What follows belongs to an exercise in optimizing a design on an open flow for small area and a short achievable clock period; a production flow would make more cautious choices.
The RTL was checked by simulation tests, not by an equivalence proof against the original design.
Power and IR drop assume default switching activity.

==> flow/design.v (excerpt) <==
module ld19_frame_core (
    input  wire         clk,
    input  wire         rst,         
    input  wire         in_valid,
    input  wire         in_eos,
    input  wire [7:0]   in_data,
    output wire         in_ready,
    input  wire         resume,      
    output reg          ev_valid,
    output reg  [2:0]   ev_kind,
    output wire [604:0] ev_payload
);
clock: 12.0 ns
lec_check: 0
cap_margin: 20
core_margin: 2
core_utilization: 40
cts_buf_list: sky130_fd_sc_hd__clkbuf_8
slew_margin: 20
standard.sh (not shown) runs the stock make flow with config.mk's settings and CLKGATE_MAP_FILE= SYNTH_SCRIPT=/design/flow/synth_recipe.tcl, a recipe that flattens the netlist after the stock synthesis.
==> flow/flow/run.sh <==
#!/bin/bash
# Standard layout, but with the smallest buffer cell on the ports.
set -euo pipefail
export BUFFER_PORTS_ARGS="-buffer_cell sky130_fd_sc_hd__buf_1"
bash standard.sh > standard.log 2>&1
==> next run, changes <==
==> flow/flow/run.sh (replaced) <==
#!/bin/bash
set -euo pipefail
export BUFFER_PORTS_ARGS="-buffer_cell sky130_fd_sc_hd__buf_1"
export CTS_ARGS="-sink_clustering_enable -repair_clock_nets -dont_use_dummy_load -sink_clustering_size 30 -sink_clustering_max_diameter 70 -branching_point_buffers_distance 1000 -distance_between_buffers 1000"
bash standard.sh > standard.log 2>&1
--- a/flow/config.mk
+++ b/flow/config.mk
@@ -10,2 +10 @@
-export CORE_UTILIZATION = 40
-export CTS_BUF_LIST = sky130_fd_sc_hd__clkbuf_8
+export CORE_UTILIZATION = 65
After rerunning:
- The new run completed with no timing, DRC or antenna violations
- total power is lower by 19%
- sequential cell count is unchanged
- worst setup slack improved by 0.13 ns
==> next run, changes <==
==> flow/flow/run.sh (replaced) <==
#!/bin/bash
set -euo pipefail
export BUFFER_PORTS_ARGS="-buffer_cell sky130_fd_sc_hd__buf_1"
export CTS_ARGS="-sink_clustering_enable -repair_clock_nets -dont_use_dummy_load -sink_clustering_size 30 -sink_clustering_max_diameter 70"
bash standard.sh > standard.log 2>&1
--- a/flow/config.mk
+++ b/flow/config.mk
@@ -10 +10 @@
-export CORE_UTILIZATION = 65
+export CORE_UTILIZATION = 72
Effect:
- The new run did not get past 3_2_place_iop
- area after synthesis is unchanged
- synthesized cell count stays the same
==> next run, changes <==
==> flow/flow/run.sh (replaced) <==
#!/bin/bash
set -euo pipefail
export BUFFER_PORTS_ARGS="-buffer_cell sky130_fd_sc_hd__buf_1"
export CTS_ARGS="-sink_clustering_enable -repair_clock_nets -dont_use_dummy_load -sink_clustering_size 24 -sink_clustering_max_diameter 80"
bash standard.sh > standard.log 2>&1
--- a/flow/config.mk
+++ b/flow/config.mk
@@ -10 +10 @@
-export CORE_UTILIZATION = 72
+export CORE_UTILIZATION = 65
The changed run completed with no timing, DRC or antenna violations; synthesized area stays the same; synthesized cell count is unchanged.
==> next run, changes <==
==> flow/flow/run.sh (replaced) <==
#!/bin/bash
set -euo pipefail
export BUFFER_PORTS_ARGS="-buffer_cell sky130_fd_sc_hd__buf_1"
export CTS_ARGS="-sink_clustering_enable -repair_clock_nets -dont_use_dummy_load -sink_clustering_size 30 -sink_clustering_max_diameter 70"
bash standard.sh > standard.log 2>&1
--- a/flow/config.mk
+++ b/flow/config.mk
@@ -10 +10 @@
-export CORE_UTILIZATION = 65
+export CORE_UTILIZATION = 80
What happened:
- The changed run ended with an error in 3_2_place_iop, error PPL-0024
- synthesized area stays the same
- synthesized cell count is unchanged


## north
The RTL this note starts from:
==> flow/design.v <==
module ld19_frame_core (
    input  wire         clk,
    input  wire         rst,         
    input  wire         in_valid,
    input  wire         in_eos,
    input  wire [7:0]   in_data,
    output wire         in_ready,
    input  wire         resume,      
    output reg          ev_valid,
    output reg  [2:0]   ev_kind,
    output wire [604:0] ev_payload
);
    localparam [18:0] MOD = 19'd396000;
    function [7:0] crc8_table(input [7:0] idx);
        integer i;
        reg [7:0] c;
        begin
            c = idx;
            for (i = 0; i < 8; i = i + 1)
                c = c[7] ? ((c << 1) ^ 8'h4D) : (c << 1);
            crc8_table = c;
        end
    endfunction
    reg  [7:0]  r [0:47];     
    reg  [18:0] g [0:11];     
    reg         rdy;
    reg         tq, eq;       
    reg  [7:0]  dq;           
    reg  [7:0]  aux8;         
    reg  [5:0]  ph;           
    reg  [5:0]  bcnt;         
    reg         rd;           
    reg         fd;           
    reg         ended;
    reg         pd, pi, pe;   
    reg         cln;          
    reg         run;          
    reg         angok;        
    reg         fresh;        
    reg  [7:0]  crc;
    reg  [17:0] x;            
    reg  [20:0] lin;          
    assign in_ready = rdy;
    wire take = in_valid & rdy;
    wire [5:0] ph_inc = (ph == 6'd47) ? 6'd0 : ph + 6'd1;
    wire s_eos = tq & eq;
    wire s_byt = tq & ~eq;
    wire s_hdr = s_byt & ~rd & (dq == 8'h54);
    wire s_des = s_byt & ~rd & (dq != 8'h54);
    wire s_fb  = s_byt & rd;                     
    wire s_ins = s_fb & (bcnt <= 6'd46);         
    wire f_evt = rd & (ph == 6'd9) & (fd | (s_fb & (bcnt == 6'd48)));
    wire start  = rd & ~angok & (ph == 6'd34);
    wire gphase = (ph >= 6'd46) || (ph <= 6'd9);
    wire gload  = run & rd & gphase;
    wire [20:0] lin_m1 = lin - {2'b00, MOD};
    wire [20:0] lin_m2 = lin - {1'b0, MOD, 1'b0};
    wire [18:0] ang_r  = !lin_m2[20] ? lin_m2[18:0] :
                         !lin_m1[20] ? lin_m1[18:0] : lin[18:0];
    wire [15:0] e_val = {r[0], r[1]};
    wire [17:0] d0 = {2'b00, e_val} - x;
    wire [17:0] d1 = {2'b00, e_val} - x + 18'd36000;
    wire [17:0] dval = d0[17] ? d1 : d0;
    wire valid_cmp = (crc == r[0]);
    integer i;
    always @(posedge clk) begin
        for (i = 1; i < 48; i = i + 1)
            r[i] <= r[i-1];
        if (rst)
            r[0] <= 8'd0;
        else if (s_ins)
            r[0] <= dq;
        else if (rd && ph == 6'd0)
            r[0] <= {7'd0, valid_cmp};
        else if (rd)
            r[0] <= r[47];
        else
            r[0] <= 8'd0;
        for (i = 1; i < 12; i = i + 1)
            g[i] <= g[i-1];
        if (rst)
            g[0] <= 19'd0;
        else if (gload)
            g[0] <= ang_r;
        else if (rd)
            g[0] <= g[11];
        else
            g[0] <= 19'd0;
        if (start)
            x <= {2'b00, r[27], r[28]};
        else if (ph == 6'd45)
            x <= dval;
        lin <= start ? 21'd0 : lin + {{3{x[17]}}, x};
        if (s_hdr)
            crc <= 8'hEE;
        else if (fresh)
            crc <= crc8_table(crc ^ r[0]);
        dq <= in_data;
        eq <= in_eos;
    end
    reg [5:0] n_ph, n_bcnt;
    reg       n_rd, n_fd, n_ended, n_pd, n_pi, n_pe, n_cln;
    reg       n_ev;
    reg [2:0] n_kind;
    reg       r_idle;     
    reg       r_cont;     
    always @(*) begin
        n_ph    = ph_inc;
        n_bcnt  = bcnt;
        n_rd    = rd;
        n_fd    = fd;
        n_ended = ended & ~resume;
        n_pd    = pd;
        n_pi    = pi;
        n_pe    = pe;
        n_cln   = cln | (~rd & (ph == 6'd47));
        n_ev    = 1'b0;
        n_kind  = ev_kind;
        if (rd) begin
            if (s_eos) begin
                n_rd    = 1'b0;
                n_fd    = 1'b0;
                n_ph    = 6'd0;
                n_cln   = 1'b0;
                n_ended = 1'b1;
                n_pi    = 1'b1;
            end else if (f_evt) begin
                n_ev    = 1'b1;
                n_kind  = 3'd2;
                n_rd    = 1'b0;
                n_fd    = 1'b0;
                n_ph    = 6'd0;
                n_cln   = 1'b0;
            end else if (s_fb) begin
                if (bcnt == 6'd48)
                    n_fd = 1'b1;
                else
                    n_bcnt = bcnt + 6'd1;
            end
        end else begin
            if (s_eos) begin
                n_ended = 1'b1;
                if (cln) begin
                    n_ev   = 1'b1;
                    n_kind = 3'd5;
                end else
                    n_pe = 1'b1;
            end else if (s_hdr) begin
                n_rd   = 1'b1;
                n_ph   = 6'd1;
                n_bcnt = 6'd1;
                n_cln  = 1'b0;
            end else if (s_des) begin
                if (cln) begin
                    n_ev   = 1'b1;
                    n_kind = 3'd1;
                end else
                    n_pd = 1'b1;
            end else if (cln && pi) begin
                n_ev   = 1'b1;
                n_kind = 3'd4;
                n_pi   = 1'b0;
                n_pe   = 1'b1;
            end else if (cln && pe) begin
                n_ev   = 1'b1;
                n_kind = 3'd5;
                n_pe   = 1'b0;
            end else if (cln && pd) begin
                n_ev   = 1'b1;
                n_kind = 3'd1;
                n_pd   = 1'b0;
            end
        end
        r_idle = n_rd ? (~n_fd & ((n_bcnt >= 6'd47) | (n_ph == n_bcnt)))
                      : (~n_ended & ~n_pd & ~n_pi & ~n_pe);
        r_cont = rd & ~s_eos & ~f_evt & ((bcnt + {5'd0, tq}) <= 6'd47);
    end
    always @(posedge clk) begin
        if (rst) begin
            rdy      <= 1'b0;
            tq       <= 1'b0;
            aux8     <= 8'd0;
            ph       <= 6'd0;
            bcnt     <= 6'd0;
            rd       <= 1'b0;
            fd       <= 1'b0;
            ended    <= 1'b0;
            pd       <= 1'b0;
            pi       <= 1'b0;
            pe       <= 1'b0;
            cln      <= 1'b0;
            run      <= 1'b0;
            angok    <= 1'b0;
            fresh    <= 1'b0;
            ev_valid <= 1'b0;
            ev_kind  <= 3'd0;
        end else begin
            rdy      <= take ? (~in_eos & r_cont) : r_idle;
            tq       <= take;
            ph       <= n_ph;
            bcnt     <= n_bcnt;
            rd       <= n_rd;
            fd       <= n_fd;
            ended    <= n_ended;
            pd       <= n_pd;
            pi       <= n_pi;
            pe       <= n_pe;
            cln      <= n_cln;
            ev_valid <= n_ev;
            ev_kind  <= n_kind;
            fresh    <= s_ins & (bcnt <= 6'd45);
            if (s_hdr)
                angok <= 1'b0;
            else if (rd && run && ph == 6'd45)
                angok <= (bcnt >= 6'd44);
            if (start)
                run <= 1'b1;
            else if (s_hdr || ph == 6'd9)
                run <= 1'b0;
            if ((s_fb && bcnt == 6'd6) || s_des)
                aux8 <= dq;
            else if (rd && s_eos)
                aux8 <= {2'b00, bcnt};
            else if (ev_valid)
                aux8 <= 8'd0;
        end
    end
    function integer st(input integer j);
        st = (8 - j + 48) % 48;
    endfunction
    genvar k;
    generate
        for (k = 0; k < 12; k = k + 1) begin : pts
            if (k == 0)
                assign ev_payload[7:0] = aux8;
            else
                assign ev_payload[43*k +: 8] = r[st(6 + 3*k)];
            assign ev_payload[43*k + 8  +: 8]  = r[st(7 + 3*k)];
            assign ev_payload[43*k + 16 +: 8]  = r[st(8 + 3*k)];
            assign ev_payload[43*k + 24 +: 19] = g[11 - k];
        end
    endgenerate
    assign ev_payload[523:516] = {1'b0, ev_kind[1], 1'b0, ev_kind[1], 1'b0, ev_kind[1], 2'b00};
    assign ev_payload[531:524] = r[st(1)];
    assign ev_payload[547:532] = {r[st(3)],  r[st(2)]};
    assign ev_payload[563:548] = {r[st(5)],  r[st(4)]};
    assign ev_payload[579:564] = {r[st(43)], r[st(42)]};
    assign ev_payload[595:580] = {r[st(45)], r[st(44)]};
    assign ev_payload[603:596] = r[st(46)];
    assign ev_payload[604]     = r[st(47)][0];
endmodule
export LEC_CHECK = 0
export CAP_MARGIN = 20
export CORE_MARGIN = 2
export CORE_UTILIZATION = 40
export SLEW_MARGIN = 20
create_clock -name core_clock -period 12.0 [get_ports {clk}]
==> flow/flow/run.sh <==
#!/bin/bash
# Standard layout, but with the smallest buffer cell on the ports.
set -euo pipefail
export BUFFER_PORTS_ARGS="-buffer_cell sky130_fd_sc_hd__buf_1"
bash standard.sh > standard.log 2>&1
Input-level comparison between south and north:
==> flow/flow/run.sh <==
#!/bin/bash
set -euo pipefail
export BUFFER_PORTS_ARGS="-buffer_cell sky130_fd_sc_hd__buf_1"
export CTS_ARGS="-sink_clustering_enable -repair_clock_nets -dont_use_dummy_load -sink_clustering_size 30 -sink_clustering_max_diameter 70"
bash standard.sh > standard.log 2>&1
-- flow/config.mk --
<<< north, line 9
export CORE_MARGIN = 2
export CORE_UTILIZATION = 40
export SLEW_MARGIN = 20
>>> south, line 9
export CORE_MARGIN = 2
export CORE_UTILIZATION = 65
export PLACE_DENSITY = 0.85
export SLEW_MARGIN = 20
==> comparison <==
south was carried through to the last stage, and its layout satisfied the timing, design-rule and antenna checks.
Looking at via count of the first global-routing pass, south sits below north.
Cell area | south vs north | south smaller
From north to south, quantity of I/O buffers inserted on ports did not move at all.
The area added between synthesis and finish reported for south is smaller than that of north by 8.4 points.
Looking at area of the die, south sits about 40% lower than north does.
The higher clock network fraction of design power came out of north.
south vs north: initial cell density of the core up in south
Going from north to south, flip-flop and latch share of the layout cell area grows by 4.1 points.
Of north and south, the lower overall power after layout belongs to south.
Against north as the reference, south delivers a lower area after detailed placement.
On count of plain and timing-repair buffers, north tracks south almost exactly.

re-timing with driven ports:
The flow's constraints put no driver on any port. The routed layouts listed below were extracted and timed again, unchanged, in two steps.
Step 1: set_driving_cell puts a clkbuf_16 on clk and a buf_2 on each other input, an assumption about the parent block.
Step 2 also shifts input and output timing later by t, the mid clock arrival at the registers, as if the neighbouring blocks saw the same clock.
Three values: no drivers, after step 1, after step 2; two values: the first two.
run | t (ns) | slack for setup (ns) | hold slack, ns | worst setup path after step 2 | clock arrival spread, ns
the first run of note 1 | 0.741 | 8.146 / 8.087 / 8.172 | 0.327 / 0.327 / 0.327 | input to register | 0.036 / 0.036
the second run of note 1 | 0.571 | 8.280 / 8.224 / 8.168 | 0.291 / 0.291 / 0.291 | input to register | 0.063 / 0.063
the fourth run of note 1 | 0.583 | 8.269 / 8.217 / 8.166 | 0.331 / 0.331 / 0.331 | input to register | 0.021 / 0.021
north | 0.644 | 8.255 / 8.198 / 8.187 | 0.327 / 0.327 / 0.327 | input to register | 0.022 / 0.022
south | 0.579 | 8.287 / 8.229 / 8.157 | 0.316 / 0.316 / 0.316 | input to register | 0.058 / 0.058
After both steps every run listed still meets setup and hold. For south, which loses most, drivers alone change the setup slack by -0.058 ns; drivers and shift together by -0.130 ns.
